This is an optimization exercise on Yosys and OpenROAD, whose aim is small area, a short achievable clock period and few clock cycles per item, not a production implementation. Where RTL was checked, it was by simulation tests only, not by an equivalence proof against the original. The RTL of run 1 was laid out without a check of its function. Power figures rest on the tool's default switching activity, not on a simulated workload.

**design.v**
```verilog
module dds_freq_scaler (
    input  wire        clk,
    input  wire        rst,                 
    input  wire        in_valid,
    output wire        in_ready,
    input  wire [47:0] in_q,
    input  wire [31:0] in_ref,
    output wire        out_valid,
    input  wire        out_ready,
    output wire [27:0] out_word,
    output reg  [1:0]  out_err
);
    reg  [4:0]  cnt;                        
    reg         ldv;                        
    reg         fin;                        
    reg         wt;                         
    reg         outv;                       
    reg         inr;                        
    reg  [31:0] r;                          
    reg  [32:0] rem;                        
    reg         rem_sg;                     
    reg  [28:0] sr;                         
    reg         xr;                         
    reg         bad;                        
    wire        sub   = ~rem[32];
    wire        sub_h = ~rem_sg;
    wire [32:0] t     = {rem[31:0], xr};
    wire [32:0] a_b   = {{17{sub_h}}, {16{sub}}} ^ {1'b0, r};
    wire [32:0] a_p   = t ^ a_b;
    wire [32:0] a_g   = {t[32:1] & a_b[32:1], (t[0] & a_b[0]) | (a_p[0] & sub)};
    wire [33:0] a_c;
    assign a_c[0] = sub;
    wire a_G0_1 = a_g[1] | (a_p[1] & a_g[0]);
    wire a_G0_3 = a_g[3] | (a_p[3] & a_g[2]);
    wire a_P0_3 = a_p[3] & a_p[2];
    wire a_G0_5 = a_g[5] | (a_p[5] & a_g[4]);
    wire a_P0_5 = a_p[5] & a_p[4];
    wire a_G0_7 = a_g[7] | (a_p[7] & a_g[6]);
    wire a_P0_7 = a_p[7] & a_p[6];
    wire a_G0_9 = a_g[9] | (a_p[9] & a_g[8]);
    wire a_P0_9 = a_p[9] & a_p[8];
    wire a_G0_11 = a_g[11] | (a_p[11] & a_g[10]);
    wire a_P0_11 = a_p[11] & a_p[10];
    wire a_G0_13 = a_g[13] | (a_p[13] & a_g[12]);
    wire a_P0_13 = a_p[13] & a_p[12];
    wire a_G0_15 = a_g[15] | (a_p[15] & a_g[14]);
    wire a_P0_15 = a_p[15] & a_p[14];
    wire a_G0_17 = a_g[17] | (a_p[17] & a_g[16]);
    wire a_P0_17 = a_p[17] & a_p[16];
    wire a_G0_19 = a_g[19] | (a_p[19] & a_g[18]);
    wire a_P0_19 = a_p[19] & a_p[18];
    wire a_G0_21 = a_g[21] | (a_p[21] & a_g[20]);
    wire a_P0_21 = a_p[21] & a_p[20];
    wire a_G0_23 = a_g[23] | (a_p[23] & a_g[22]);
    wire a_P0_23 = a_p[23] & a_p[22];
    wire a_G0_25 = a_g[25] | (a_p[25] & a_g[24]);
    wire a_P0_25 = a_p[25] & a_p[24];
    wire a_G0_27 = a_g[27] | (a_p[27] & a_g[26]);
    wire a_P0_27 = a_p[27] & a_p[26];
    wire a_G0_29 = a_g[29] | (a_p[29] & a_g[28]);
    wire a_P0_29 = a_p[29] & a_p[28];
    wire a_G0_31 = a_g[31] | (a_p[31] & a_g[30]);
    wire a_P0_31 = a_p[31] & a_p[30];
    wire a_G1_2 = a_g[2] | (a_p[2] & a_G0_1);
    wire a_G1_3 = a_G0_3 | (a_P0_3 & a_G0_1);
    wire a_G1_6 = a_g[6] | (a_p[6] & a_G0_5);
    wire a_P1_6 = a_p[6] & a_P0_5;
    wire a_G1_7 = a_G0_7 | (a_P0_7 & a_G0_5);
    wire a_P1_7 = a_P0_7 & a_P0_5;
    wire a_G1_10 = a_g[10] | (a_p[10] & a_G0_9);
    wire a_P1_10 = a_p[10] & a_P0_9;
    wire a_G1_11 = a_G0_11 | (a_P0_11 & a_G0_9);
    wire a_P1_11 = a_P0_11 & a_P0_9;
    wire a_G1_14 = a_g[14] | (a_p[14] & a_G0_13);
    wire a_P1_14 = a_p[14] & a_P0_13;
    wire a_G1_15 = a_G0_15 | (a_P0_15 & a_G0_13);
    wire a_P1_15 = a_P0_15 & a_P0_13;
    wire a_G1_18 = a_g[18] | (a_p[18] & a_G0_17);
    wire a_P1_18 = a_p[18] & a_P0_17;
    wire a_G1_19 = a_G0_19 | (a_P0_19 & a_G0_17);
    wire a_P1_19 = a_P0_19 & a_P0_17;
    wire a_G1_22 = a_g[22] | (a_p[22] & a_G0_21);
    wire a_P1_22 = a_p[22] & a_P0_21;
    wire a_G1_23 = a_G0_23 | (a_P0_23 & a_G0_21);
    wire a_P1_23 = a_P0_23 & a_P0_21;
    wire a_G1_26 = a_g[26] | (a_p[26] & a_G0_25);
    wire a_P1_26 = a_p[26] & a_P0_25;
    wire a_G1_27 = a_G0_27 | (a_P0_27 & a_G0_25);
    wire a_P1_27 = a_P0_27 & a_P0_25;
    wire a_G1_30 = a_g[30] | (a_p[30] & a_G0_29);
    wire a_P1_30 = a_p[30] & a_P0_29;
    wire a_G1_31 = a_G0_31 | (a_P0_31 & a_G0_29);
    wire a_P1_31 = a_P0_31 & a_P0_29;
    wire a_G2_4 = a_g[4] | (a_p[4] & a_G1_3);
    wire a_G2_5 = a_G0_5 | (a_P0_5 & a_G1_3);
    wire a_G2_6 = a_G1_6 | (a_P1_6 & a_G1_3);
    wire a_G2_7 = a_G1_7 | (a_P1_7 & a_G1_3);
    wire a_G2_12 = a_g[12] | (a_p[12] & a_G1_11);
    wire a_P2_12 = a_p[12] & a_P1_11;
    wire a_G2_13 = a_G0_13 | (a_P0_13 & a_G1_11);
    wire a_P2_13 = a_P0_13 & a_P1_11;
    wire a_G2_14 = a_G1_14 | (a_P1_14 & a_G1_11);
    wire a_P2_14 = a_P1_14 & a_P1_11;
    wire a_G2_15 = a_G1_15 | (a_P1_15 & a_G1_11);
    wire a_P2_15 = a_P1_15 & a_P1_11;
    wire a_G2_20 = a_g[20] | (a_p[20] & a_G1_19);
    wire a_P2_20 = a_p[20] & a_P1_19;
    wire a_G2_21 = a_G0_21 | (a_P0_21 & a_G1_19);
    wire a_P2_21 = a_P0_21 & a_P1_19;
    wire a_G2_22 = a_G1_22 | (a_P1_22 & a_G1_19);
    wire a_P2_22 = a_P1_22 & a_P1_19;
    wire a_G2_23 = a_G1_23 | (a_P1_23 & a_G1_19);
    wire a_P2_23 = a_P1_23 & a_P1_19;
    wire a_G2_28 = a_g[28] | (a_p[28] & a_G1_27);
    wire a_P2_28 = a_p[28] & a_P1_27;
    wire a_G2_29 = a_G0_29 | (a_P0_29 & a_G1_27);
    wire a_P2_29 = a_P0_29 & a_P1_27;
    wire a_G2_30 = a_G1_30 | (a_P1_30 & a_G1_27);
    wire a_P2_30 = a_P1_30 & a_P1_27;
    wire a_G2_31 = a_G1_31 | (a_P1_31 & a_G1_27);
    wire a_P2_31 = a_P1_31 & a_P1_27;
    wire a_G3_8 = a_g[8] | (a_p[8] & a_G2_7);
    wire a_G3_9 = a_G0_9 | (a_P0_9 & a_G2_7);
    wire a_G3_10 = a_G1_10 | (a_P1_10 & a_G2_7);
    wire a_G3_11 = a_G1_11 | (a_P1_11 & a_G2_7);
    wire a_G3_12 = a_G2_12 | (a_P2_12 & a_G2_7);
    wire a_G3_13 = a_G2_13 | (a_P2_13 & a_G2_7);
    wire a_G3_14 = a_G2_14 | (a_P2_14 & a_G2_7);
    wire a_G3_15 = a_G2_15 | (a_P2_15 & a_G2_7);
    wire a_G3_24 = a_g[24] | (a_p[24] & a_G2_23);
    wire a_P3_24 = a_p[24] & a_P2_23;
    wire a_G3_25 = a_G0_25 | (a_P0_25 & a_G2_23);
    wire a_P3_25 = a_P0_25 & a_P2_23;
    wire a_G3_26 = a_G1_26 | (a_P1_26 & a_G2_23);
    wire a_P3_26 = a_P1_26 & a_P2_23;
    wire a_G3_27 = a_G1_27 | (a_P1_27 & a_G2_23);
    wire a_P3_27 = a_P1_27 & a_P2_23;
    wire a_G3_28 = a_G2_28 | (a_P2_28 & a_G2_23);
    wire a_P3_28 = a_P2_28 & a_P2_23;
    wire a_G3_29 = a_G2_29 | (a_P2_29 & a_G2_23);
    wire a_P3_29 = a_P2_29 & a_P2_23;
    wire a_G3_30 = a_G2_30 | (a_P2_30 & a_G2_23);
    wire a_P3_30 = a_P2_30 & a_P2_23;
    wire a_G3_31 = a_G2_31 | (a_P2_31 & a_G2_23);
    wire a_P3_31 = a_P2_31 & a_P2_23;
    wire a_G4_16 = a_g[16] | (a_p[16] & a_G3_15);
    wire a_G4_17 = a_G0_17 | (a_P0_17 & a_G3_15);
    wire a_G4_18 = a_G1_18 | (a_P1_18 & a_G3_15);
    wire a_G4_19 = a_G1_19 | (a_P1_19 & a_G3_15);
    wire a_G4_20 = a_G2_20 | (a_P2_20 & a_G3_15);
    wire a_G4_21 = a_G2_21 | (a_P2_21 & a_G3_15);
    wire a_G4_22 = a_G2_22 | (a_P2_22 & a_G3_15);
    wire a_G4_23 = a_G2_23 | (a_P2_23 & a_G3_15);
    wire a_G4_24 = a_G3_24 | (a_P3_24 & a_G3_15);
    wire a_G4_25 = a_G3_25 | (a_P3_25 & a_G3_15);
    wire a_G4_26 = a_G3_26 | (a_P3_26 & a_G3_15);
    wire a_G4_27 = a_G3_27 | (a_P3_27 & a_G3_15);
    wire a_G4_28 = a_G3_28 | (a_P3_28 & a_G3_15);
    wire a_G4_29 = a_G3_29 | (a_P3_29 & a_G3_15);
    wire a_G4_30 = a_G3_30 | (a_P3_30 & a_G3_15);
    wire a_G4_31 = a_G3_31 | (a_P3_31 & a_G3_15);
    wire a_G5_32 = a_g[32] | (a_p[32] & a_G4_31);
    assign a_c[1] = a_g[0];
    assign a_c[2] = a_G0_1;
    assign a_c[3] = a_G1_2;
    assign a_c[4] = a_G1_3;
    assign a_c[5] = a_G2_4;
    assign a_c[6] = a_G2_5;
    assign a_c[7] = a_G2_6;
    assign a_c[8] = a_G2_7;
    assign a_c[9] = a_G3_8;
    assign a_c[10] = a_G3_9;
    assign a_c[11] = a_G3_10;
    assign a_c[12] = a_G3_11;
    assign a_c[13] = a_G3_12;
    assign a_c[14] = a_G3_13;
    assign a_c[15] = a_G3_14;
    assign a_c[16] = a_G3_15;
    assign a_c[17] = a_G4_16;
    assign a_c[18] = a_G4_17;
    assign a_c[19] = a_G4_18;
    assign a_c[20] = a_G4_19;
    assign a_c[21] = a_G4_20;
    assign a_c[22] = a_G4_21;
    assign a_c[23] = a_G4_22;
    assign a_c[24] = a_G4_23;
    assign a_c[25] = a_G4_24;
    assign a_c[26] = a_G4_25;
    assign a_c[27] = a_G4_26;
    assign a_c[28] = a_G4_27;
    assign a_c[29] = a_G4_28;
    assign a_c[30] = a_G4_29;
    assign a_c[31] = a_G4_30;
    assign a_c[32] = a_G4_31;
    assign a_c[33] = a_G5_32;
    wire [32:0] rnew  = a_p ^ a_c[32:0];
    wire        q_bit = ~rnew[32];
    wire        s0    = ~wt & (cnt == 5'd0);
    wire        s1    = ~wt & (cnt == 5'd1);
    wire        ss    = ~wt & (cnt[4:1] != 4'd0);
    wire        last  = (cnt == 5'd29);
    wire        free  = ~outv | out_ready;      
    wire        shift = ss | (s1 & ~bad & free);
    wire        ld    = (s0 & ~ldv) | (s1 & ~bad & ~free) | (ss & last) | (wt & free);
    wire        done  = (s0 & fin) | (wt & free);
    wire [27:0] a     = sr[28:1];
    wire        rnd   = sr[0];
    wire        ref0  = (r == 32'd0);
    wire [15:0] qlo   = in_q[15:0];
    assign in_ready  = inr;
    assign out_valid = outv;
    assign out_word  = sr[28:1];
    always @(posedge clk) begin
        if (rst) begin
            cnt  <= 5'd0;
            ldv  <= 1'b0;
            fin  <= 1'b0;
            wt   <= 1'b0;
            outv <= 1'b0;
            inr  <= 1'b0;
        end else begin
            cnt  <= ld ? 5'd0 : cnt + 5'd1;
            if (ld)
                ldv <= in_valid & ~inr;
            fin  <= ss & last;
            wt   <= (s1 & bad) | (wt & ~free);
            outv <= done | (outv & ~out_ready);
            inr  <= (s0 & ldv & (rem_sg | q_bit)) | (ss & (cnt == 5'd15));
        end
    end
    always @(posedge clk) begin
        rem    <= ld ? {3'b000, in_q[46:17]} : rnew;
        rem_sg <= ld ? in_q[47] : rnew[32];
        if (ld)
            xr <= in_q[16];
        else
            xr <= ~cnt[4] & qlo[~cnt[3:0]];      
        if (ld)
            r <= in_ref;
        if (s0)
            bad <= rem_sg | q_bit;
        if (shift)
            sr <= {sr[27:0], q_bit};
        else                                
            sr[28:1] <= (wt & free) ? 28'd0 : a + {27'd0, fin & rnd};
        if (done)
            out_err <= wt ? {ref0, ~ref0} : {1'b0, &a & rnd};
    end
endmodule
```
**flow/run.sh**
```bash
#!/bin/bash
# Standard ORFS layout (the standard.sh), with two flow knobs changed:
#  - port buffers are buf_1 cells instead of the resizer's default pick;
set -euo pipefail
export BUFFER_PORTS_ARGS="-buffer_cell sky130_fd_sc_hd__buf_1"
export SETUP_SLACK_MARGIN="${SETUP_SLACK_MARGIN_OVERRIDE:-6.9}"
bash standard.sh > standard_flow.log 2>&1
```
**standard.sh**
```bash
#!/bin/bash
# synth_recipe.tcl (not shown) runs the flow's synth.tcl, then flattens the netlist and writes it again
# the make line also repeats each setting of config.mk as NAME=value (left out here)
make -C /OpenROAD-flow-scripts/flow DESIGN_CONFIG=/design/flow/config.mk WORK_HOME=/design/flow/orfs CLKGATE_MAP_FILE= SYNTH_SCRIPT=/design/flow/synth_recipe.tcl "${@:-finish}"
```
**config.mk**
```make
export PLATFORM = sky130hd
export DESIGN_NAME = dds_freq_scaler
export DESIGN_NICKNAME = dds_freq_scaler
export VERILOG_FILES = /design/flow/design.v
export SDC_FILE = /design/flow/constraint.sdc
export NUM_CORES = 4
export LEC_CHECK = 0
export CAP_MARGIN = 20
export CORE_MARGIN = 2
export CORE_UTILIZATION = 60
export CTS_BUF_LIST = sky130_fd_sc_hd__clkbuf_4 sky130_fd_sc_hd__clkbuf_8
export SLEW_MARGIN = 20
```
**constraint.sdc**
```tcl
create_clock -name core_clock -period 10.0 [get_ports {clk}]
set_input_delay 2.0000 -clock core_clock [delete_from_list [all_inputs] [get_ports {clk}]]
set_output_delay 2.0000 -clock core_clock [all_outputs]
set_load 0.01 [all_outputs]
```
==> results of run 1 <==
[kinds of logic after synthesis]
kind of cell | count (synthesis) | synth area share
and+or+nand+nor | 197 | 0.1651
AOI/OAI and AO/OA | 130 | 0.1399
DFF | 109 | 0.4379
xor gates and xnor gates | 74 | 0.1142
adders and majority gates | 41 | 0.09483
buffers and inverters | 37 | 0.02500
muxes | 7 | 0.02306
[worst max-delay path, cell delays in order]
cell and delay [ns]:
buf_1 0.08, nand2b_4 0.17, o31a_1 0.28, o211ai_4 0.22, buf_6 0.16, buf_6 0.14
clkbuf_16 0.18, nand2_1 0.06, o21ai_0 0.07
[stage by stage]
| stage | hold slack [ns] | cells | setup slack [ns] |
|---|---|---|---|
| global placement | 0.4582 | 819 | 5.962 |
| global route | 0.5153 | 853 | 6.847 |
| CTS | 0.4762 | 844 | 6.927 |
| floorplan | 0.4400 | 595 | 6.660 |
| detailed placement | 0.4636 | 819 | 5.855 |
| finish | 0.4762 | 853 | 6.946 |
[worst paths after layout]
path	startpoint	to	cells past startpoint
worst max register to register	r[1]	sr[0]	10
worst min register to register	ldv	ldv	2
worst min-delay path	ldv	ldv	2
worst max-delay path	out_ready	rem[25]	9
[cells in the mapped netlist (4+ instances only)]
| library cell | n |
|---|---|
| a21o_1 | 10 |
| a21oi_1 | 21 |
| a32o_1 | 5 |
| and3_1 | 6 |
| clkbuf_1 | 18 |
| dfxtp_1 | 73 |
| edfxtp_1 | 36 |
| fa_1 | 5 |
| ha_1 | 36 |
| inv_1 | 14 |
| mux4_2 | 5 |
| nand2_1 | 83 |
| nand2b_1 | 11 |
| nand3_1 | 17 |
| nand4_1 | 10 |
| nor2_1 | 25 |
| nor3_1 | 12 |
| nor3b_1 | 4 |
| nor4_1 | 6 |
| o21ai_0 | 46 |
| o21ai_1 | 16 |
| o31ai_1 | 4 |
| or3_1 | 5 |
| xnor2_1 | 50 |
| xor2_1 | 23 |
[power groups by stage]
stage / Sequential (µW) / Clock, µW / Combinational (µW)
floorplan: 777 / 0 / 1250
global placement: 830 / 0 / 1450
detailed placement: 834 / 0 / 1500
CTS: 820 / 306 / 1630
global route: 846 / 325 / 1980
finish: 822 / 303 / 1760
[state kept, by name, summed over array words and instances (netlist names)]
name / count
rem: 33
r: 32
sr: 29
cnt: 5
out_err: 2
bad: 1
fin: 1
inr: 1
ldv: 1
outv: 1
rem_sg: 1
wt: 1
xr: 1
[cell type report]
| class | instances | area share |
|---|---|---|
| clock buffers | 11 | 0.02092 |
| clock inverters | 5 | 0.01190 |
| inverters | 16 | 0.009378 |
| well taps | 129 | 0.02326 |
| multi-input cells | 449 | 0.4667 |
| flip-flops and latches | 109 | 0.3683 |
| repair buffers | 134 | 0.09955 |
[timing repair]
item	in CTS	in global routing
pin swaps	3	6
cloned	2	4
setup endpoints to repair	84	44
setup buffers	7	5
gates resized for setup	13	20
[routing by layer]
layer / up-vias / part of all wire / global-route usage
li1: 2368 / - / -
met1: 2245 / 0.45 / 0.3392
met2: 130 / 0.48 / 0.4145
met3: 26 / 0.052 / 0.06840
met4: 0 / 0.020 / 0.06564
met5: - / 0 / 0
==> impl_metrics.ini, run 1 <==
[pwr]
seqPwrFrac = 0.285
p_leak_uw = 0.002598
netSwitchingPower_uw = 1255
total_power_uw = 2889
pwr-share-clk = 0.105
power_frac_comb = 0.610
irDropWorstVdd_mv = 0.2420
swShare = 0.4343
power_density_nw_per_um2 = 416.4
p_int_uw = 1634

[clocking]
clockBufferDepth = 2
cts_sinks = 109
cts_buffers = 9
holdBufCountCts = 0
root_buffer = clkbuf_8
clk_pin_slew_ns = 0.10
htree_num_levels = 3
cts_tree = yes
clock_latency_ns = 0.39

[finish]
ff_latch_area_um2 = 2555
final_common_cell = buf_1
finalCoreUtilization = 0.7438
fin_area_um2 = 6938
fillers = 719
nets = 844
multiInputGateArea_um2 = 3238
final_cell_mix = buf_1, nand2_1, dfxtp_1, xnor2_1, o21ai_0
drive_gt1_frac = 0.1050
area_delta_synth_final_pct = 19.50
n_antenna_cell = 0

[global_route]
grt_max_degree = 52
grt_use_total = 0.2546
grt_antenna_before_repair = 0
grt_pass1_vias = 4525
grt_pass1_wl_um = 20840
overflow = 0

[critical_path]
worst-setup-path-type = input pin to register
cp.arrival_ns = 3.37
cp.required_ns = 10.31
path_max_fanout = 13
worstSetupStartpointType = input pin
worstSetupEndpointType = register
rrSetupSlack_ns = 6.99

[synthesis]
synth_edf_count = 36
synth_top_area_frac = 0.2517
synth.distinct_cells = 62
seq_area_frac_synth = 0.4379
syn_avg_cell_area_um2 = 9.757
ys_warn_count = 1
yosys-top-cells-area = dfxtp_1, edfxtp_1, ha_1, xnor2_1, nand2_1
synth-seq-cells = 109
syn_area_um2 = 5806
synth_top_cell_by_area = dfxtp_1
async_reset_ff_frac = 0
synth_ff_type = dfxtp_1
syn_inst = 595
synth_nets = 720

[place]
gp_congestion = 0.8553
postPlaceCellArea_um2 = 6342
hpwl_um = 8911
io_buffers = 115

[timing]
rsz0062_at_grt = yes
tightestPinTransition_ns = 0.4815
final.min_clock_period_ns = 3.054
hold_violations = 0
fin_setup_tns_ns = 0
fmax_mhz = 327.5
relSlewSlack = 0.6766
fin_crit_sh = 0.3054
setup_violations = 0
fin_skew_ns = 0.01565
timing.final.max_slew_violations = 0

[floorplan]
dieArea_um2 = 10480
die_h_um = 102.4
dieWidth_um = 102.4
ios = 116
start_util = 0.6224
core_region_area_um2 = 9328
row_count = 35

[detailed_routing]
first_pass_iters = 4
final_antenna_net_count = 0
route.detailed.drc = 0
vias = 4769
wl_per_cell_um = 15.66
viasPerCell = 5.591
drtIter0Drc = 191
routed_wirelength_um = 13350

[flow_run]
drv_cap = 0

[hold_path]
hold_class = register to register

[status]
status = complete, no violations
==> run 2: changes to the inputs <==
--- a/design.v
+++ b/design.v
@@ -197,12 +197,13 @@
     wire        q_bit = ~rnew[32];
     wire        s0    = ~wt & (cnt == 5'd0);
     wire        s1    = ~wt & (cnt == 5'd1);
+    wire        s2    = ~wt & (cnt == 5'd2);
     wire        ss    = ~wt & (cnt[4:1] != 4'd0);
     wire        last  = (cnt == 5'd29);
-    wire        free  = ~outv | out_ready;      
-    wire        shift = ss | (s1 & ~bad & free);
-    wire        ld    = (s0 & ~ldv) | (s1 & ~bad & ~free) | (ss & last) | (wt & free);
-    wire        done  = (s0 & fin) | (wt & free);
+    wire        stall = s2 & outv;              
+    wire        shift = ss & ~stall;
+    wire        ld    = (s0 & ~ldv) | stall | (ss & last) | (wt & ~outv);
+    wire        done  = (s0 & fin) | (wt & ~outv);
     wire [27:0] a     = sr[28:1];
     wire        rnd   = sr[0];
     wire        ref0  = (r == 32'd0);
@@ -223,7 +224,7 @@
             if (ld)
                 ldv <= in_valid & ~inr;
             fin  <= ss & last;
-            wt   <= (s1 & bad) | (wt & ~free);
+            wt   <= (s1 & bad) | (wt & outv);
             outv <= done | (outv & ~out_ready);
             inr  <= (s0 & ldv & (rem_sg | q_bit)) | (ss & (cnt == 5'd15));
         end
@@ -241,8 +242,11 @@
             bad <= rem_sg | q_bit;
         if (shift)
             sr <= {sr[27:0], q_bit};
-        else                                
-            sr[28:1] <= (wt & free) ? 28'd0 : a + {27'd0, fin & rnd};
+        else begin                          
+            sr[28:1] <= (wt & ~outv) ? 28'd0 : a + {27'd0, fin & rnd};
+            if (s1)
+                sr[0] <= q_bit;
+        end
         if (done)
             out_err <= wt ? {ref0, ~ref0} : {1'b0, &a & rnd};
     end
==> run 2 against run 1 <==
Compared with the run above: area after synthesis is 3.5% higher; sequential share of layout area is 0.45 points higher; critical path depth is 8 lower; final cell count is 3.9% higher; sequential power is 2% lower; critical endpoint is now out_word[24]; clock skew is 0.00085 ns lower; fmax is 0.17% higher; power is 4.8% lower; via count is 3.4% higher; first-iteration DRC count is 40% higher.
==> impl_metrics.ini, run 2 <==
[status]
status = complete, no violations

[critical_path]
cp.depth = 1
rrSetupSlack_ns = 7.02
path_max_fanout = 7
crit_buf_inv = 1
critical_path.endpoint = out_word[24]
path_delay_family = flip-flops
worstReg2RegStart = rem[32]
cp.required_ns = 8.00
cp.arrival_ns = 1.05
slowest_stage = dfxtp_1
cp_cell_sequence = buf_1
startpoint = sr[25]
worstSetupEndpointType = output port
r2r_cells = 10
worstSetupStartpointType = register
max_stage_delay_ns = 0.47
r2r-end = rem[30]
worst-setup-path-type = register to output port

[detailed_routing]
wl_per_cell_um = 14.88
routed_wirelength_um = 13190
route.detailed.drc = 0
first_pass_iters = 5
vias = 4932
viasPerCell = 5.567
drtIter0Drc = 268
final_antenna_net_count = 0

[pwr]
p_int_uw = 1527
irDropWorstVdd_mv = 0.2096
power_frac_comb = 0.600
swShare = 0.4447
seqPwrFrac = 0.292
power_density_nw_per_um2 = 401.1
netSwitchingPower_uw = 1223
pwr-share-clk = 0.108
p_leak_uw = 0.002533

[finish]
nets = 874
finalCoreUtilization = 0.7047
drive_gt1_frac = 0.07039
largest_register_ffs = 33
final_common_cell = buf_1
final_cell_mix = buf_1, nand2_1, dfxtp_1, xnor2_1, o21ai_0
area_delta_synth_final_pct = 14.10
n_antenna_cell = 0
fin_area_um2 = 6857
final_cells = 886
reg.largest.list = rem x33, r x32, sr x29
top_register = rem

[synthesis]
synth_top_cell_by_area = dfxtp_1
syn_area_um2 = 6010
synth_edf_count = 36
synth_top_area_frac = 0.2432
synth.most_common_cell = nand2_1
synth_ff_type = dfxtp_1
async_reset_ff_frac = 0
yosys-top-cells-area = dfxtp_1, edfxtp_1, xnor2_1, ha_1, nand2_1
synth_nets = 765
synth_common_cells = nand2_1, dfxtp_1, xnor2_1
syn_inst = 639
ys_warn_count = 1
syn_avg_cell_area_um2 = 9.405
seq_area_frac_synth = 0.4231
synth-seq-cells = 109
synth.distinct_cells = 58

[clocking]
cts_sinks = 109
clk_pin_slew_ns = 0.10
cts_tree = yes
clockBufferDepth = 2
htree_num_levels = 3
cts_buffers = 9
holdBufCountCts = 0
clock_latency_ns = 0.39
root_buffer = clkbuf_8

[floorplan]
core_region_area_um2 = 9729
ios = 116
row_count = 36
start_util = 0.6177
dieWidth_um = 104.1
dieArea_um2 = 10830
die_h_um = 104.1

[timing]
tightestPinTransition_ns = 1.047
fin_crit_sh = 0.3048
relSlewSlack = 0.3021
timing.hold.ws_ns = 0.4844
rsz0062_at_grt = yes
setup_violations = 0
fmax_mhz = 328.0
final.min_clock_period_ns = 3.048
fin_setup_tns_ns = 0
timing.final.max_slew_violations = 0
hold_violations = 0
fin_skew_ns = 0.01480

[hold_path]
hold_class = register to register
worstHoldStart = sr[1]

[place]
dp_cells = 864
gp_congestion = 0.8284
postPlaceCellArea_um2 = 6528
io_buffers = 115
hpwl_um = 9672

[global_route]
grt_pass1_wl_um = 22090
grt_max_degree = 108
grt_use_total = 0.2524
grt_pass1_vias = 4791
overflow = 0
grt_antenna_before_repair = 0

[flow_run]
drv_cap = 0
## run 2: changes by cell type in the layout (fill, tap and decap cells not counted), moves of 4 or more
cell | previous run | this run
a21o_1 | 10 | 3
a21oi_1 | 20 | 32
a32o_1 | 5 | 0
nand2_1 | 81 | 104
nand2b_1 | 9 | 5
nor2_1 | 25 | 35
nor2b_1 | 3 | 7
o21a_1 | 0 | 4
o21ai_1 | 16 | 4
o311ai_0 | 0 | 4
xnor2_1 | 49 | 58
xor2_1 | 23 | 17
## run 2: area by class of cell
cell class | instances | area (µm²)
Clock buffer | 11 | 138.9
Clock inverter | 5 | 76.32
Fill cell | 798 | 2873
Inverter | 15 | 57.56
Multi-Input combinational cell | 489 | 3362
Sequential cell | 109 | 2556
Tap cell | 133 | 166.4
Timing Repair Buffer | 124 | 499.2
## run 2: power groups by stage
| stage | Clock, µW | Sequential (µW) | Combinational, µW |
|---|---|---|---|
| after floorplan | 0 | 745 | 1310 |
| after global placement | 0 | 811 | 1500 |
| after detailed placement | 0 | 812 | 1580 |
| after CTS | 301 | 807 | 1600 |
| after global routing | 321 | 824 | 1860 |
| final | 296 | 803 | 1650 |
## run 2: metal layers
layer / global-route usage / routed length, µm
met5: 0 / 0
met4: 0.08398 / 212
met3: 0.06579 / 688
met2: 0.4112 / 6285
met1: 0.3282 / 5999
## run 2: cells by family (layout without fill, tap and decap cells)
kind of cell / count (synthesis) / in the layout / synth area share
AND/OR/NAND/NOR: 238 / 238 / 0.1899
AO/OA/AOI/OAI: 127 / 127 / 0.1337
flip-flops: 109 / 109 / 0.4231
XOR/XNOR: 76 / 76 / 0.1120
adder cells (fa/ha/maj): 42 / 42 / 0.09369
buffers and inverters: 41 / 155 / 0.02727
multiplexers: 6 / 6 / 0.02040
## run 2: what timing repair did
action	in CTS	in global routing
endpoints found under the setup margin	20	12
pin swaps	0	2
cloned	0	0
resized for setup	6	12
buffers inserted	0	6
## run 2: how the worst min path moves through the flow
| stage | endpoint | slack (ns) | cells after the start |
|---|---|---|---|
| 6_report | sr[2] | 0.48 | 2 |
| 5_1_grt | sr[2] | 0.52 | 2 |
| 4_1_cts | ldv | 0.48 | 2 |
| 3_5_place_dp | ldv | 0.46 | 2 |
| 3_3_place_gp | sr[2] | 0.46 | 2 |
| 2_1_floorplan | ldv | 0.44 | 2 |
## run 2: stage by stage
stage / setup WS (ns) / power (µW)
2_1_floorplan: 6.815 / 2058
3_3_place_gp: 6.548 / 2313
3_5_place_dp: 6.442 / 2391
4_1_cts: 6.909 / 2705
5_1_grt: 6.787 / 3001
6_report: 6.952 / 2750
Testbench counts of run 2, summed over its fixed seeds: cycles 69,998, items 2,400.
==> run 3: changes to the inputs <==
--- a/config.mk
+++ b/config.mk
@@ -7,6 +7,6 @@
 export LEC_CHECK = 0
 export CAP_MARGIN = 20
 export CORE_MARGIN = 2
-export CORE_UTILIZATION = 60
+export CORE_UTILIZATION = 50
 export CTS_BUF_LIST = sky130_fd_sc_hd__clkbuf_4 sky130_fd_sc_hd__clkbuf_8
 export SLEW_MARGIN = 20
==> run 3 against run 2 <==
Compared with the run above: sequential cell count is the same; first-iteration DRC count grew 43%; via count decreased by 2.5%; wire length shrank 0.93%; hold slack got worse by 0.0028 ns; worst setup slack got worse by 0.010 ns; sequential share of layout area about the same; synthesized cell count unchanged; power down 2.3%; fmax decreased by 0.33%; combinational power is 2% lower; clock power shrank 7.8%; largest cell class unchanged.
==> impl_metrics.ini, run 3 <==
[finish]
area_delta_synth_final_pct = 14.35
final_cell_mix = buf_1, nand2_1, dfxtp_1, xnor2_1, o21ai_0
drive_gt1_frac = 0.07916
top_register = rem
final_cells = 905
nets = 879
n_antenna_cell = 0
largest_register_ffs = 33
final_common_cell = buf_1
reg.largest.list = rem x33, r x32, sr x29

[detailed_routing]
wl_met2_um = 5941
final_antenna_net_count = 0
drtIter0Drc = 384
first_pass_iters = 4
wl_met1_um = 6303
wl_per_cell_um = 14.43
top_layer = met4
route.detailed.drc = 0
vias = 4810
viasPerCell = 5.315
wl_met3_um = 632
routed_wirelength_um = 13060

[synthesis]
synth_top_area_frac = 0.2432
seq_area_frac_synth = 0.4231
syn_inst = 639
synth.most_common_cell = nand2_1
synth_ff_type = dfxtp_1
yosys-top-cells-area = dfxtp_1, edfxtp_1, xnor2_1, ha_1, nand2_1
syn_area_um2 = 6010
synth_nets = 765
synth_edf_count = 36
ys_warn_count = 1
synth-seq-cells = 109
synth_common_cells = nand2_1, dfxtp_1, xnor2_1
async_reset_ff_frac = 0
syn_avg_cell_area_um2 = 9.405
synth_top_cell_by_area = dfxtp_1
synth.distinct_cells = 58

[timing]
setup_violations = 0
fin_skew_ns = 0.008233
rsz0062_at_grt = yes
fmax_mhz = 327.0
final.min_clock_period_ns = 3.059
timing.final.max_slew_violations = 0
hold_violations = 0
fin_setup_tns_ns = 0
fin_crit_sh = 0.3059
relSlewSlack = 0.4717
tightestPinTransition_ns = 0.7925

[floorplan]
start_util = 0.5066
row_count = 40
ios = 116
dieWidth_um = 113.6
core_region_area_um2 = 11860
die_h_um = 113.6
dieArea_um2 = 12910

[hold_path]
worstHoldStart = ldv
hold_class = register to register
hold_depth = 2
worst_hold_path.endpoint = ldv

[clocking]
root_buffer = clkbuf_8
cts_sinks = 109
cts_tree = yes
clk_pin_slew_ns = 0.10
holdBufCountCts = 0
clock_latency_ns = 0.40
clockBufferDepth = 2
htree_num_levels = 3
cts_buffers = 9

[critical_path]
slowest_stage = dfxtp_1
r2r-end = rem[30]
worstReg2RegStart = rem[32]
rrSetupSlack_ns = 7.05
path_delay_family = flip-flops
worst-setup-path-type = register to output port
startpoint = sr[25]
path_max_fanout = 7
cp.required_ns = 8.00
cp.arrival_ns = 1.06
max_stage_delay_ns = 0.47
cp_cell_sequence = buf_1
worstSetupStartpointType = register
crit_buf_inv = 1
r2r_cells = 10
worstSetupEndpointType = output port

[pwr]
irDropWorstVdd_mv = 0.2189
p_leak_uw = 0.002543
power_density_nw_per_um2 = 390.9

[place]
io_buffers = 115
gp_congestion = 0.8232
dp_cells = 878
hpwl_um = 9556

[global_route]
overflow = 0
grt_antenna_before_repair = 0
grt_pass1_vias = 4564
grt_pass1_wl_um = 21850
grt_use_total = 0.2117
grt_max_degree = 108

[flow_run]
drv_cap = 0

[status]
status = complete, no violations
==> run 3: cell counts after synthesis <==
Identical to the previous run, type by type.
==> run 3: cells by family (layout without fill, tap and decap cells) <==
family,after synthesis,after routing,share of synthesized area
multiplexers,6,6,0.02040
buffers and inverters,41,160,0.02727
flip-flops,109,109,0.4231
adder cells (fa/ha/maj),42,42,0.09369
AND/OR/NAND/NOR,238,238,0.1899
AO/OA/AOI/OAI,127,127,0.1337
XOR/XNOR,76,76,0.1120
==> run 3: what timing repair did <==
action,CTS,global route
pin swaps,0,3
gates resized for setup,6,12
buffers inserted,0,11
hold endpoints to repair,0,0
endpoints found under the setup margin,21,14
==> run 3: routing by layer <==
metal,vias to the layer above,track usage
met5,-,0
met4,0,0.06585
met3,12,0.04623
met2,107,0.3393
met1,2204,0.2883
li1,2487,-
==> run 3: cell type report <==
type                    count  area [µm²]
fillers                  1096        4990
multi-input cells         489        3329
repair buffers            129       540.5
flip-flops and latches    109        2561
clock inverters             7       75.07
inverters                  15       57.56
clock buffers               9       123.9
well taps                 147       183.9
==> run 3: power breakdown <==
| group | switching [µW] | total, µW | internal [µW] |
|---|---|---|---|
| Sequential | 131 | 801 | 670 |
| Clock | 157 | 273 | 116 |
| Combinational | 898 | 1610 | 714 |
| Total | 1190 | 2690 | 1500 |
==> run 3: stage by stage <==
step	setup slack [ns]	hold WS, ns	utilization	total power (µW)	cell area, µm²
floorplan	6.815	0.4400	-	2058	6012
global placement	6.554	0.4610	0.5518	2332	6545
detailed placement	6.466	0.4663	0.5518	2368	6545
CTS	6.903	0.4807	0.5694	2658	6754
global route	6.834	0.4996	0.5793	2961	6872
finish	6.941	0.4816	0.5793	2686	6872
==> run 3: how the worst max path moves through the flow <==
stage	endpoint	slack, ns	cells past startpoint
2_1_floorplan	xr	6.81	3
3_3_place_gp	bad	6.55	10
3_5_place_dp	bad	6.47	10
4_1_cts	rem[30]	6.90	9
5_1_grt	bad	6.83	11
6_report	out_word[24]	6.94	1
==> run 4: changes to the inputs <==
==> flow/run.sh (replaced) <==
#!/bin/bash
# Standard ORFS layout (the standard.sh), with two flow knobs changed:
#  - port buffers are buf_1 cells instead of the resizer's default pick;
set -euo pipefail
export BUFFER_PORTS_ARGS="-buffer_cell sky130_fd_sc_hd__buf_1"
export SETUP_SLACK_MARGIN="${SETUP_SLACK_MARGIN_OVERRIDE:-7.0}"
bash standard.sh > standard_flow.log 2>&1
==> run 4 against run 3 <==
Compared with the run above: non-clock buffer count increased by 8; global-route usage up 0.32 points; wire length is 3.1% higher; sequential power about the same; critical endpoint is now out_word[5]; largest cell class unchanged.
==> impl_metrics.ini, run 4 <==
[detailed_routing]
top_layer = met4
route.detailed.drc = 0
wl_met3_um = 549
wl_met2_um = 6171
wl_per_cell_um = 14.76
wl_met1_um = 6594
drtIter0Drc = 317
vias = 4898
routed_wirelength_um = 13470
first_pass_iters = 4
final_antenna_net_count = 0
viasPerCell = 5.365

[critical_path]
worstSetupStartpointType = register
rrSetupSlack_ns = 7.09
max_stage_delay_ns = 0.40
cp.required_ns = 8.00
path_max_fanout = 6
slowest_stage = dfxtp_2
worst-setup-path-type = register to output port
crit_buf_inv = 1
cp_cell_sequence = buf_2
path_delay_family = flip-flops
cp.arrival_ns = 0.95
worstSetupEndpointType = output port

[clocking]
cts_sinks = 109
cts_buffers = 9
root_buffer = clkbuf_8
clockBufferDepth = 2
clk_pin_slew_ns = 0.11
cts_tree = yes
clock_latency_ns = 0.40
htree_num_levels = 3

[timing]
relSlewSlack = 0.4917
fin_crit_sh = 0.2952
fin_skew_ns = 0.01407
fmax_mhz = 338.7
setup_violations = 0
rsz0062_at_grt = yes
timing.hold.ws_ns = 0.4692
hold_violations = 0
final.min_clock_period_ns = 2.952
fin_setup_tns_ns = 0
timing.final.max_slew_violations = 0
tightestPinTransition_ns = 0.7624

[finish]
drive_gt1_frac = 0.1501
final_cell_mix = nand2_1, buf_1, xnor2_1, o21ai_0, dfxtp_1
area_delta_synth_final_pct = 17.49
largest_register_ffs = 33
n_antenna_cell = 0
fillers = 1091
reg.largest.list = rem x33, r x32, sr x29
nets = 887
fin_area_um2 = 7061
final_common_cell = nand2_1
top_register = rem

[global_route]
grt_max_degree = 108
grt_antenna_before_repair = 0
overflow = 0
grt_use_total = 0.2149
grt_pass1_vias = 4660
grt_pass1_wl_um = 22180

[place]
io_buffers = 115
postPlaceCellArea_um2 = 6545
hpwl_um = 9653
gp_congestion = 0.8291

[synthesis]
synth_ff_type = dfxtp_1
synth.distinct_cells = 58
syn_inst = 639
syn_avg_cell_area_um2 = 9.405
synth-seq-cells = 109
yosys-top-cells-area = dfxtp_1, edfxtp_1, xnor2_1, ha_1, nand2_1
ys_warn_count = 1
synth_top_cell_by_area = dfxtp_1
syn_area_um2 = 6010
async_reset_ff_frac = 0
synth_common_cells = nand2_1, dfxtp_1, xnor2_1
synth_top_area_frac = 0.2432
synth_edf_count = 36
synth_nets = 765
synth.most_common_cell = nand2_1
seq_area_frac_synth = 0.4231

[floorplan]
start_util = 0.5066
die_h_um = 113.6
dieWidth_um = 113.6
row_count = 40
ios = 116
dieArea_um2 = 12910
core_region_area_um2 = 11860

[pwr]
swShare = 0.4484
netSwitchingPower_uw = 1251
pwr-share-clk = 0.093
power_density_nw_per_um2 = 395.3
power_frac_comb = 0.621
irDropWorstVdd_mv = 0.2053
seqPwrFrac = 0.287
p_leak_uw = 0.002688
p_int_uw = 1539

[flow_run]
drv_cap = 0

[hold_path]
hold_class = register to register

[status]
status = complete, no violations
## run 4: worst paths after layout
path | endpoint | start | depth (start not counted)
worst max register to register | rem[29] | rem[32] | 11
worst max-delay path | out_word[5] | sr[6] | 1
worst min-delay path | sr[2] | sr[1] | 2
worst min register to register | sr[2] | sr[1] | 2
## run 4: cell type report
type / count / area [µm²] / area share
clock buffer: 9 / 123.9 / 0.01754
clock inverter: 7 / 56.30 / 0.007974
inverter: 15 / 57.56 / 0.008152
multi-input combinational: 489 / 3377 / 0.4783
sequential: 109 / 2621 / 0.3713
tap: 147 / 183.9 / 0.02605
timing repair buffer: 137 / 640.6 / 0.09073
## run 4: power by group through the flow
stage | Clock [µW] | Sequential [µW] | Combinational [µW]
floorplan | 0 | 745 | 1310
global placement | 0 | 816 | 1520
detailed placement | 0 | 817 | 1570
CTS | 268 | 810 | 1590
global route | 286 | 821 | 1960
finish | 259 | 800 | 1730
## run 4: layer usage
| layer | up-vias | GRT usage |
|---|---|---|
| li1 | 2510 | - |
| met1 | 2280 | 0.2916 |
| met2 | 95 | 0.3441 |
| met3 | 13 | 0.05632 |
| met4 | 0 | 0.05610 |
| met5 | - | 0 |
## run 4: timing repair
| action | CTS | global route |
|---|---|---|
| endpoints found under the hold margin | 0 | 0 |
| pin swaps | 0 | 10 |
| hold buffers | 0 | 0 |
| endpoints found under the setup margin | 53 | 39 |
| resized for setup | 42 | 40 |
| buffers inserted | 3 | 16 |
## run 4: kinds of logic (layout without fill, tap and decap cells)
family / after synthesis / count (layout) / synth area share
and+or+nand+nor: 238 / 238 / 0.1899
adders and majority gates: 42 / 42 / 0.09369
AOI/OAI and AO/OA: 127 / 127 / 0.1337
xor gates and xnor gates: 76 / 76 / 0.1120
buffers and inverters: 41 / 168 / 0.02727
DFF: 109 / 109 / 0.4231
muxes: 6 / 6 / 0.02040
## run 4: through the flow
| stage | utilization | worst slack (ns) | power [µW] | std cells |
|---|---|---|---|---|
| after detailed placement | 0.5518 | 6.448 | 2384 | 878 |
| after global routing | 0.5953 | 6.927 | 3064 | 913 |
| after global placement | 0.5518 | 6.553 | 2336 | 878 |
| after CTS | 0.5744 | 6.969 | 2666 | 897 |
| final | 0.5953 | 7.048 | 2791 | 913 |
| after floorplan | - | 6.815 | 2058 | 639 |
==> run 5: changes to the inputs <==
--- a/config.mk
+++ b/config.mk
@@ -7,6 +7,6 @@
 export LEC_CHECK = 0
 export CAP_MARGIN = 20
 export CORE_MARGIN = 2
-export CORE_UTILIZATION = 50
+export CORE_UTILIZATION = 60
 export CTS_BUF_LIST = sky130_fd_sc_hd__clkbuf_4 sky130_fd_sc_hd__clkbuf_8
 export SLEW_MARGIN = 20
==> run 5 against run 4 <==
Compared with the run above: still clean on timing, DRC and antenna; power down 3.2%; worst setup slack worse by 0.020 ns; wire length down 6.9%; largest power group unchanged.
==> impl_metrics.ini, run 5 <==
[hold_path]
hold_depth = 2
worst_hold_path.endpoint = sr[2]
hold_class = register to register
worstHoldStart = sr[1]

[global_route]
grt_pass1_vias = 4595
grt_use_total = 0.2416
grt_max_degree = 108
grt_pass1_wl_um = 21350
grt_antenna_before_repair = 0
overflow = 0

[critical_path]
slowest_stage = dfxtp_2
path_max_fanout = 7
max_stage_delay_ns = 0.42
rrSetupSlack_ns = 7.04
worst-setup-path-type = register to output port
path_delay_family = flip-flops
worstSetupEndpointType = output port
cp.required_ns = 8.00
r2r-end = rem[15]
cp.arrival_ns = 0.97
cp_cell_sequence = buf_1
worstSetupStartpointType = register
crit_buf_inv = 1
worstReg2RegStart = rem[32]
r2r_cells = 11

[place]
gp_congestion = 0.8270
io_buffers = 115
hpwl_um = 9157
postPlaceCellArea_um2 = 6528
dp_cells = 864

[timing]
relSlewSlack = 0.3240
fin_skew_ns = 0.01123
setup_violations = 0
fin_crit_sh = 0.2972
hold_violations = 0
rsz0062_at_grt = yes
fmax_mhz = 336.4
timing.final.max_slew_violations = 0
fin_setup_tns_ns = 0
final.min_clock_period_ns = 2.972
tightestPinTransition_ns = 1.014

[floorplan]
row_count = 36
ios = 116
core_region_area_um2 = 9729
start_util = 0.6177
dieArea_um2 = 10830
die_h_um = 104.1
dieWidth_um = 104.1

[detailed_routing]
first_pass_iters = 5
wl_per_cell_um = 14.20
route.detailed.drc = 0
vias = 4857
viasPerCell = 5.494
drtIter0Drc = 178
final_antenna_net_count = 0
routed_wirelength_um = 12550

[status]
status = complete, no violations

[synthesis]
synth_common_cells = nand2_1, dfxtp_1, xnor2_1
synth.distinct_cells = 58
synth_edf_count = 36
syn_inst = 639
synth-seq-cells = 109
synth.most_common_cell = nand2_1
async_reset_ff_frac = 0
synth_top_cell_by_area = dfxtp_1
seq_area_frac_synth = 0.4231
syn_avg_cell_area_um2 = 9.405
ys_warn_count = 1
synth_nets = 765
yosys-top-cells-area = dfxtp_1, edfxtp_1, xnor2_1, ha_1, nand2_1
synth_top_area_frac = 0.2432
syn_area_um2 = 6010
synth_ff_type = dfxtp_1

[finish]
fin_area_um2 = 6882
final_common_cell = buf_1
final_cell_mix = buf_1, nand2_1, xnor2_1, o21ai_0, dfxtp_1
nets = 872
n_antenna_cell = 0
fillers = 785
area_delta_synth_final_pct = 14.51
final_cells = 884
largest_register_ffs = 33
top_register = rem
drive_gt1_frac = 0.1092
reg.largest.list = rem x33, r x32, sr x29

[clocking]
clock_latency_ns = 0.39
cts_tree = yes
cts_sinks = 109
htree_num_levels = 3
cts_buffers = 9
holdBufCountCts = 0
clockBufferDepth = 2
root_buffer = clkbuf_8
clk_pin_slew_ns = 0.10

[pwr]
total_power_uw = 2701
p_leak_uw = 0.002569
irDropWorstVdd_mv = 0.2348
power_density_nw_per_um2 = 392.5

[flow_run]
drv_cap = 0
==> run 5: layer usage <==
metal | part of all wire | GRT usage | vias up
met5 | 0 | 0 | -
met4 | 0.017 | 0.07336 | 0
met3 | 0.043 | 0.06266 | 18
met2 | 0.47 | 0.3797 | 109
met1 | 0.47 | 0.3294 | 2254
li1 | - | - | 2476
==> run 5: cells by family after synthesis <==
family                     Yosys count  synth area share
AOI/OAI and AO/OA                  127            0.1337
xor gates and xnor gates            76            0.1120
adders and majority gates           42           0.09369
buffers and inverters               41           0.02727
DFF                                109            0.4231
muxes                                6           0.02040
and+or+nand+nor                    238            0.1899
==> run 5: cell type report <==
| type | instances | area (µm²) | share of cell area |
|---|---|---|---|
| clock buffers | 10 | 131.4 | 0.01909 |
| flip-flops and latches | 109 | 2610 | 0.3793 |
| repair buffers | 122 | 493.0 | 0.07164 |
| inverters | 15 | 57.56 | 0.008364 |
| clock inverters | 6 | 86.33 | 0.01255 |
| well taps | 133 | 166.4 | 0.02418 |
| multi-input cells | 489 | 3337 | 0.4849 |
==> run 5: what timing repair did <==
action / 4_1_cts / 5_1_grt
gates resized for setup: 31 / 24
endpoints found under the setup margin: 51 / 35
setup buffers: 0 / 4
pin swaps: 0 / 3
==> run 5: stage by stage <==
step,setup WS (ns),hold WS [ns],util
finish,7.028,0.4580,0.7073
detailed placement,6.417,0.4663,0.6709
floorplan,6.815,0.4400,-
CTS,6.948,0.4761,0.6980
global route,6.860,0.5081,0.7073
global placement,6.549,0.4550,0.6709
==> run 5: tightest hold or removal path, delay by kind of cell, from the launching register on <==
family,cells,cell delay (ns)
and+or+nand+nor,2,0.09
DFF,1,0.35
==> run 5: worst max path at each step <==
stage	slack, ns	to	depth (start not counted)	startpoint
CTS	6.95	bad	10	rem_sg
detailed placement	6.42	bad	10	rem_sg
finish	7.03	out_word[3]	1	sr[4]
global route	6.86	rem[28]	11	rem[32]
floorplan	6.81	xr	3	in_q[0]
global placement	6.55	bad	10	rem_sg
==> run 5: report_power, final <==
group	leakage [µW]	switching (µW)	internal, µW
clock network	0.000110	152	144
registers	0.000979	128	670
logic	0.00148	902	704
total	0.00257	1180	1520
==> run 6: changes to the inputs <==
==> flow/run.sh (replaced) <==
#!/bin/bash
# Standard ORFS layout (the standard.sh), with two flow knobs changed:
#  - port buffers are buf_1 cells instead of the resizer's default pick;
set -euo pipefail
export BUFFER_PORTS_ARGS="-buffer_cell sky130_fd_sc_hd__buf_1"
export SETUP_SLACK_MARGIN="${SETUP_SLACK_MARGIN_OVERRIDE:-6.95}"
bash standard.sh > standard_flow.log 2>&1
==> run 6 against run 5 <==
Compared with the run above: sequential cell count is the same; combinational power is 9.9% higher; still clean; clock skew grew 0.0045 ns; non-clock buffer count increased by 10; largest power group unchanged; utilization is 2.0 points higher; die area unchanged.
==> impl_metrics.ini, run 6 <==
[critical_path]
worst-setup-path-type = register to output port
cp.depth = 1
path_delay_family = flip-flops
worstSetupStartpointType = register
slowest_stage = dfxtp_1
crit_buf_inv = 1
worstSetupEndpointType = output port
r2r_cells = 11
cp_cell_sequence = buf_1
path_max_fanout = 5
cp.required_ns = 8.00
cp.arrival_ns = 0.99
max_stage_delay_ns = 0.43

[finish]
area_delta_synth_final_pct = 17.70
reg.largest.list = rem x33, r x32, sr x29
top_register = rem
largest_register_ffs = 33
n_antenna_cell = 0
final_common_cell = buf_1
final_cell_mix = buf_1, nand2_1, xnor2_1, dfxtp_1, o21ai_0
drive_gt1_frac = 0.1170
nets = 882
fillers = 757

[floorplan]
die_h_um = 104.1
row_count = 36
dieWidth_um = 104.1
start_util = 0.6177
ios = 116
dieArea_um2 = 10830
core_region_area_um2 = 9729

[clocking]
clk_pin_slew_ns = 0.10
cts_buffers = 9
clockBufferDepth = 2
htree_num_levels = 3
cts_tree = yes
clock_latency_ns = 0.39
cts_sinks = 109
holdBufCountCts = 0
root_buffer = clkbuf_8

[timing]
final.min_clock_period_ns = 2.991
fin_ws_ns = 7.009
timing.hold.ws_ns = 0.4781
fin_setup_tns_ns = 0
setup_violations = 0
timing.final.max_slew_violations = 0
hold_violations = 0
tightestPinTransition_ns = 0.7758
relSlewSlack = 0.4828
fin_skew_ns = 0.01568
rsz0062_at_grt = yes
fin_crit_sh = 0.2991
fmax_mhz = 334.3

[synthesis]
synth.most_common_cell = nand2_1
synth.distinct_cells = 58
synth_top_area_frac = 0.2432
syn_inst = 639
seq_area_frac_synth = 0.4231
synth_common_cells = nand2_1, dfxtp_1, xnor2_1
synth_ff_type = dfxtp_1
synth_edf_count = 36
synth-seq-cells = 109
syn_avg_cell_area_um2 = 9.405
syn_area_um2 = 6010
yosys-top-cells-area = dfxtp_1, edfxtp_1, xnor2_1, ha_1, nand2_1
async_reset_ff_frac = 0
synth_nets = 765
synth_top_cell_by_area = dfxtp_1
ys_warn_count = 1

[global_route]
grt_pass1_wl_um = 22140
grt_antenna_before_repair = 0
overflow = 0
grt_use_total = 0.2529
grt_max_degree = 108
grt_pass1_vias = 4818

[pwr]
power_density_nw_per_um2 = 407.0
total_power_uw = 2879
p_leak_uw = 0.002620
irDropWorstVdd_mv = 0.2559

[place]
gp_congestion = 0.8284
pre_cts_ws_ns = 6.442
io_buffers = 115
hpwl_um = 9672

[detailed_routing]
routed_wirelength_um = 13590
drtIter0Drc = 227
route.detailed.drc = 0
wl_per_cell_um = 15.20
vias = 4971
first_pass_iters = 4
viasPerCell = 5.560
final_antenna_net_count = 0

[hold_path]
hold_class = register to register
hold_depth = 2

[status]
status = complete, no violations

[flow_run]
drv_cap = 0
==> run 6: cell types whose count changed in the layout (fill, tap and decap cells not counted), sizes merged <==
cell    delta
buf       +14
clkbuf     -3
inv        -1
==> run 6: worst register-to-register path, cell delays in order, from the launching register on <==
cell and delay (ns):
dfxtp_4 0.39, buf_6 0.15, xnor2_2 0.16, ha_4 0.29
nand4_1 0.21, a211oi_4 0.36, o2111ai_4 0.19, a21oi_4 0.24
a21o_4 0.17, a311oi_4 0.13, or4b_1 0.55, nand3_1 0.09
==> run 6: cell families (layout without fill, tap and decap cells) <==
kind of cell / Yosys count / count (layout) / share of synthesized area
simple gates: 238 / 238 / 0.1899
compound gates: 127 / 127 / 0.1337
flops: 109 / 109 / 0.4231
xor+xnor: 76 / 76 / 0.1120
fa+ha+maj: 42 / 42 / 0.09369
buf+inv: 41 / 163 / 0.02727
mux: 6 / 6 / 0.02040
==> run 6: report_power, final <==
group / leakage, µW / internal [µW] / total (µW) / switching, µW
Clock: 0.000108 / 146 / 295 / 149
Combinational: 0.00154 / 793 / 1770 / 981
Sequential: 0.000973 / 671 / 810 / 139
Total: 0.00262 / 1610 / 2880 / 1270
==> run 6: per-layer routing <==
metal	wire length, µm	global-route usage
met4	294	0.08494
met2	6528	0.4121
met5	0	0
met1	6140	0.3286
met3	630	0.06579
==> run 6: final timing paths <==
check | startpoint | endpoint | slack, ns
worst max-delay path | sr[8] | out_word[7] | 7.01
worst min-delay path | sr[1] | sr[2] | 0.48
worst max register to register | rem[32] | rem[29] | 7.03
worst min register to register | sr[1] | sr[2] | 0.48
==> run 6: cell type report <==
cell class	count	area (µm²)	area share
clock buffers	11	138.9	0.01964
clock inverters	5	76.32	0.01079
inverters	15	57.56	0.008137
multi-input cells	489	3476	0.4914
flip-flops and latches	109	2577	0.3644
well taps	133	166.4	0.02353
repair buffers	132	580.6	0.08208
==> run 6: what timing repair did <==
item,4_1_cts,5_1_grt
pin swaps,0,8
setup endpoints to repair,30,28
resized for setup,12,41
setup buffers,0,14
==> run 6: metrics by stage <==
stage	cell area, µm²	std cells	util
after floorplan	6012	639	-
after global placement	6528	864	0.6709
after detailed placement	6528	864	0.6709
after CTS	6765	880	0.6953
after global routing	7073	894	0.7270
final	7073	894	0.7270
==> run 7: changes to the inputs <==
--- a/design.v
+++ b/design.v
@@ -19,13 +19,15 @@
     reg  [31:0] r;                          
     reg  [32:0] rem;                        
     reg         rem_sg;                     
+    reg         sub_l;                      
+    reg         sub_u;                      
     reg  [28:0] sr;                         
     reg         xr;                         
     reg         bad;                        
     wire        sub   = ~rem[32];
     wire        sub_h = ~rem_sg;
     wire [32:0] t     = {rem[31:0], xr};
-    wire [32:0] a_b   = {{17{sub_h}}, {16{sub}}} ^ {1'b0, r};
+    wire [32:0] a_b   = {{8{sub_u}}, {8{sub_h}}, {9{sub_l}}, {8{sub}}} ^ {1'b0, r};
     wire [32:0] a_p   = t ^ a_b;
     wire [32:0] a_g   = {t[32:1] & a_b[32:1], (t[0] & a_b[0]) | (a_p[0] & sub)};
     wire [33:0] a_c;
@@ -232,6 +234,8 @@
     always @(posedge clk) begin
         rem    <= ld ? {3'b000, in_q[46:17]} : rnew;
         rem_sg <= ld ? in_q[47] : rnew[32];
+        sub_l  <= ld ? 1'b1 : ~rnew[32];
+        sub_u  <= ld ? ~in_q[47] : ~rnew[32];
         if (ld)
             xr <= in_q[16];
         else
==> flow/run.sh (replaced) <==
#!/bin/bash
# Standard ORFS layout (the standard.sh), with two flow knobs changed:
#  - port buffers are buf_1 cells instead of the resizer's default pick;
set -euo pipefail
export BUFFER_PORTS_ARGS="-buffer_cell sky130_fd_sc_hd__buf_1"
export SETUP_SLACK_MARGIN="${SETUP_SLACK_MARGIN_OVERRIDE:-6.9}"
bash standard.sh > standard_flow.log 2>&1
==> run 7 against run 6 <==
Compared with the run above: still clean on timing, DRC and antenna; non-clock buffer count down 13; critical path depth unchanged; sequential power down 2%; wire length down 4.0%; clock-buffer cell count unchanged; die area up 1.1%; sequential share of layout area up 1.4 points.
==> impl_metrics.ini, run 7 <==
[clocking]
holdBufCountCts = 0
clock_latency_ns = 0.37
htree_num_levels = 3
root_buffer = clkbuf_8
cts_sinks = 111
clk_pin_slew_ns = 0.10
clockBufferDepth = 2
cts_tree = yes
cts_buffers = 9

[synthesis]
async_reset_ff_frac = 0
syn_area_um2 = 6078
syn_inst = 616
seq_area_frac_synth = 0.4249
syn_avg_cell_area_um2 = 9.867
synth.most_common_cell = nand2_1
synth_edf_count = 36
yosys-top-cells-area = dfxtp_1, edfxtp_1, ha_1, xor2_1, nand2_1
synth-seq-cells = 111
ys_warn_count = 1
synth_common_cells = nand2_1, dfxtp_1, o21ai_0
synth_nets = 742
synth.distinct_cells = 72
synth_top_cell_by_area = dfxtp_1
synth_top_area_frac = 0.2470
synth_ff_type = dfxtp_1

[global_route]
overflow = 0
grt_pass1_vias = 4841
grt_max_degree = 99
grt_pass1_wl_um = 21820
grt_use_total = 0.2441
grt_antenna_before_repair = 0

[place]
io_buffers = 115
hpwl_um = 9790
gp_congestion = 0.8668
pre_cts_ws_ns = 6.634

[floorplan]
dieWidth_um = 104.7
ios = 116
start_util = 0.6190
dieArea_um2 = 10950
core_region_area_um2 = 9819
row_count = 36
die_h_um = 104.7

[pwr]
netSwitchingPower_uw = 1206
p_int_uw = 1468
pwr-share-clk = 0.108
irDropWorstVdd_mv = 0.2083
power_frac_comb = 0.595
swShare = 0.4510
power_density_nw_per_um2 = 391.6
p_leak_uw = 0.002490
seqPwrFrac = 0.297

[detailed_routing]
final_antenna_net_count = 0
drtIter0Drc = 216
vias = 4943
wl_per_cell_um = 15.13
viasPerCell = 5.734
first_pass_iters = 4
route.detailed.drc = 0
routed_wirelength_um = 13050

[finish]
final_common_cell = buf_1
drive_gt1_frac = 0.06310
reg.largest.list = rem x33, r x32, sr x29
n_antenna_cell = 0
final_cell_mix = buf_1, nand2_1, dfxtp_1, o21ai_0, ha_1
nets = 850
fillers = 825
largest_register_ffs = 33
top_register = rem
area_delta_synth_final_pct = 12.37
multiInputGateArea_um2 = 3336
ff_latch_area_um2 = 2587

[critical_path]
worstSetupStartpointType = register
cp.arrival_ns = 1.03
worst-setup-path-type = register to output port
crit_buf_inv = 1
cp_cell_sequence = buf_1
max_stage_delay_ns = 0.48
slowest_stage = dfxtp_1
worstSetupEndpointType = output port
path_max_fanout = 8
path_delay_family = flip-flops
cp.required_ns = 8.00

[timing]
fin_ws_ns = 6.971
final.min_clock_period_ns = 3.029
timing.final.max_slew_violations = 0
fin_setup_tns_ns = 0
rsz0062_at_grt = no
fin_skew_ns = 0.01122
relSlewSlack = 0.3535
fmax_mhz = 330.2
setup_violations = 0
hold_violations = 0
fin_crit_sh = 0.3029
tightestPinTransition_ns = 0.9697

[hold_path]
hold_class = register to register

[flow_run]
drv_cap = 0

[status]
status = complete, no violations
==> run 7: tightest hold or removal path, delay by kind of cell (launching register included) <==
kind               cells  cell delay, ns
DFF                    1            0.33
AOI/OAI and AO/OA      1            0.05
and+or+nand+nor        1            0.05
==> run 7: kinds of logic (layout without fill, tap and decap cells) <==
| family | count (synthesis) | in the layout | share of synthesized area |
|---|---|---|---|
| buf+inv | 40 | 153 | 0.02635 |
| simple gates | 214 | 214 | 0.1735 |
| xor+xnor | 64 | 64 | 0.09222 |
| flops | 111 | 111 | 0.4249 |
| fa+ha+maj | 42 | 42 | 0.09263 |
| compound gates | 139 | 139 | 0.1700 |
| mux | 6 | 6 | 0.02038 |
==> run 7: timing repair <==
item	in CTS	in global routing
pin swaps	1	0
resized for setup	0	4
cloned	0	0
buffers inserted	1	0
setup endpoints to repair	1	10
==> run 7: metrics by stage <==
| step | power, µW | instance area (µm²) | hold slack, ns | std cells | util |
|---|---|---|---|---|---|
| floorplan | 2059 | 6078 | 0.4400 | 616 | - |
| global placement | 2328 | 6606 | 0.4562 | 845 | 0.6728 |
| detailed placement | 2387 | 6606 | 0.4611 | 845 | 0.6728 |
| CTS | 2688 | 6825 | 0.4768 | 862 | 0.6951 |
| global route | 2911 | 6830 | 0.5058 | 862 | 0.6956 |
| finish | 2675 | 6830 | 0.4713 | 862 | 0.6956 |
==> run 7: worst paths after layout <==
| kind | startpoint | to | slack (ns) | depth (start not counted) |
|---|---|---|---|---|
| hold / removal | ldv | ldv | 0.47 | 2 |
| setup reg to reg | rem[32] | bad | 7.12 | 9 |
| setup / recovery | sr[17] | out_word[16] | 6.97 | 1 |
| hold reg to reg | ldv | ldv | 0.47 | 2 |
==> run 7: cell type report <==
| type | count | share of cell area |
|---|---|---|
| flip-flops and latches | 111 | 0.3788 |
| clock inverters | 5 | 0.01062 |
| clock buffers | 11 | 0.02033 |
| inverters | 18 | 0.009892 |
| repair buffers | 119 | 0.06759 |
| multi-input cells | 465 | 0.4884 |
| well taps | 133 | 0.02436 |
==> run 7: power groups by stage <==
stage	clock network, µW	registers [µW]	logic (µW)
global route	311	811	1790
floorplan	0	742	1320
finish	290	794	1590
detailed placement	0	802	1590
global placement	0	795	1530
CTS	296	792	1600
==> run 7: per-layer routing <==
layer	vias to the layer above	global-route usage	part of all wire
li1	2464	-	-
met1	2330	0.3049	0.45
met2	123	0.4323	0.49
met3	26	0.02807	0.033
met4	0	0.09429	0.021
met5	-	0	0
Testbench counts of run 7, summed over its fixed seeds: cycles 69,998, items 2,400.
==> run 8: changes to the inputs <==
==> flow/run.sh (replaced) <==
#!/bin/bash
# Standard ORFS layout (the standard.sh), with two flow knobs changed:
#  - port buffers are buf_1 cells instead of the resizer's default pick;
set -euo pipefail
export BUFFER_PORTS_ARGS="-buffer_cell sky130_fd_sc_hd__buf_1"
export SETUP_SLACK_MARGIN="${SETUP_SLACK_MARGIN_OVERRIDE:-7.0}"
bash standard.sh > standard_flow.log 2>&1
==> run 8 against run 7 <==
Compared with the run above: clock skew is 0.0017 ns lower; still clean on timing, DRC and antenna; area after synthesis stayed put; non-clock buffer count is 2 higher; utilization is 0.66 points higher; sequential share of layout area is 0.078 points higher.
==> impl_metrics.ini, run 8 <==
[clocking]
root_buffer = clkbuf_8
cts_buffers = 9
clk_pin_slew_ns = 0.10
cts_tree = yes
clock_latency_ns = 0.37
htree_num_levels = 3
clockBufferDepth = 2
holdBufCountCts = 0
cts_sinks = 111

[critical_path]
worstReg2RegStart = r[1]
cp.required_ns = 8.00
startpoint = sr[28]
slowest_stage = dfxtp_1
path_delay_family = flip-flops
worstSetupStartpointType = register
max_stage_delay_ns = 0.42
cp.arrival_ns = 0.96
path_max_fanout = 4
cp_cell_sequence = buf_1
crit_buf_inv = 1
worstSetupEndpointType = output port
worst-setup-path-type = register to output port

[timing]
setup_violations = 0
hold_violations = 0
fmax_mhz = 337.8
fin_crit_sh = 0.2961
timing.final.max_slew_violations = 0
fin_skew_ns = 0.009479
final.min_clock_period_ns = 2.961
fin_setup_tns_ns = 0
relSlewSlack = 0.4976
timing.hold.ws_ns = 0.4695
tightestPinTransition_ns = 0.7520
rsz0062_at_grt = no

[synthesis]
synth_edf_count = 36
yosys-top-cells-area = dfxtp_1, edfxtp_1, ha_1, xor2_1, nand2_1
synth_ff_type = dfxtp_1
synth_nets = 742
seq_area_frac_synth = 0.4249
synth.distinct_cells = 72
synth_top_cell_by_area = dfxtp_1
syn_inst = 616
syn_avg_cell_area_um2 = 9.867
synth_top_area_frac = 0.2470
syn_area_um2 = 6078
synth-seq-cells = 111
async_reset_ff_frac = 0
synth_common_cells = nand2_1, dfxtp_1, o21ai_0
ys_warn_count = 1
synth.most_common_cell = nand2_1

[global_route]
grt_pass1_wl_um = 21800
globalRoute.busiestLayer = met2
grt_use_total = 0.2438
grt_pass1_vias = 4833
grt_antenna_before_repair = 0
grt_util_met3 = 0.02870
overflow = 0
met2_usage = 0.4309
use_met1 = 0.3041
grt_max_degree = 99

[pwr]
netSwitchingPower_uw = 1211
pwr-share-clk = 0.108
swShare = 0.4503
irDropWorstVdd_mv = 0.2076
power_density_nw_per_um2 = 390.0
p_int_uw = 1478
seqPwrFrac = 0.295
total_power_uw = 2689
power_frac_comb = 0.598
p_leak_uw = 0.002513

[place]
hpwl_um = 9790
io_buffers = 115
gp_congestion = 0.8668
postPlaceCellArea_um2 = 6606

[floorplan]
die_h_um = 104.7
dieArea_um2 = 10950
row_count = 36
dieWidth_um = 104.7
ios = 116
start_util = 0.6190
core_region_area_um2 = 9819

[detailed_routing]
viasPerCell = 5.782
wl_per_cell_um = 15.08
final_antenna_net_count = 0
first_pass_iters = 4
drtIter0Drc = 225
route.detailed.drc = 0
vias = 4996
routed_wirelength_um = 13030

[finish]
fin_area_um2 = 6895
fillers = 824
ff_latch_area_um2 = 2618
reg.largest.list = rem x33, r x32, sr x29
drive_gt1_frac = 0.09439
multiInputGateArea_um2 = 3352
final_cell_mix = buf_1, nand2_1, dfxtp_1, o21ai_0, ha_1
area_delta_synth_final_pct = 13.44
largest_register_ffs = 33
final_common_cell = buf_1
n_antenna_cell = 0
top_register = rem
nets = 852

[flow_run]
drv_cap = 0

[status]
status = complete, no violations

[hold_path]
worstHoldStart = ldv
hold_class = register to register
[run 8: cell counts after synthesis]
Identical to the previous run, type by type.
[run 8: stage by stage]
stage / setup WS (ns) / std cells / utilization
2_1_floorplan: 6.815 / 616 / -
3_3_place_gp: 6.702 / 845 / 0.6728
3_5_place_dp: 6.634 / 845 / 0.6728
4_1_cts: 7.003 / 862 / 0.6969
5_1_grt: 7.001 / 864 / 0.7022
6_report: 7.039 / 864 / 0.7022
[run 8: cells by family after synthesis]
group	after synthesis	synth area share
adder cells (fa/ha/maj)	42	0.09263
flip-flops	111	0.4249
XOR/XNOR	64	0.09222
buffers and inverters	40	0.02635
AO/OA/AOI/OAI	139	0.1700
AND/OR/NAND/NOR	214	0.1735
multiplexers	6	0.02038
[run 8: cell type report]
cell class	count	area share
timing repair buffer	121	0.06968
inverter	18	0.009799
tap	133	0.02413
clock buffer	11	0.02014
multi-input combinational	465	0.4861
clock inverter	5	0.01052
sequential	111	0.3796
[run 8: repair_timing]
action / 4_1_cts / 5_1_grt
pin swaps: 1 / 1
resized for setup: 14 / 15
buffers inserted: 1 / 2
endpoints found under the setup margin: 17 / 13
[run 8: metal layers]
| layer | wire length [µm] | part of all wire | up-vias |
|---|---|---|---|
| met5 | 0 | 0 | - |
| met4 | 251 | 0.019 | 0 |
| met3 | 578 | 0.044 | 22 |
| met2 | 6491 | 0.50 | 151 |
| met1 | 5710 | 0.44 | 2351 |
| li1 | - | - | 2472 |
[run 8: worst paths after layout]
check / endpoint / slack [ns] / depth (start not counted)
setup / recovery: out_word[27] / 7.04 / 1
hold / removal: ldv / 0.47 / 2
hold reg to reg: ldv / 0.47 / 2
setup reg to reg: bad / 7.16 / 9
[run 8: power groups by stage]
stage                     Sequential [µW]  Combinational, µW  Clock [µW]
after floorplan                       742               1320           0
after global placement                795               1530           0
after detailed placement              802               1590           0
after CTS                             794               1600         296
after global routing                  810               1810         311
final                                 793               1610         289

Setup slack of run 8, layout unchanged: 7.039 ns with ideal ports, 7.006 ns with driving cells assumed (clock clkbuf_16, inputs buf_2), 6.665 ns with port delays also shifted by the 0.394 ns mid clock arrival.
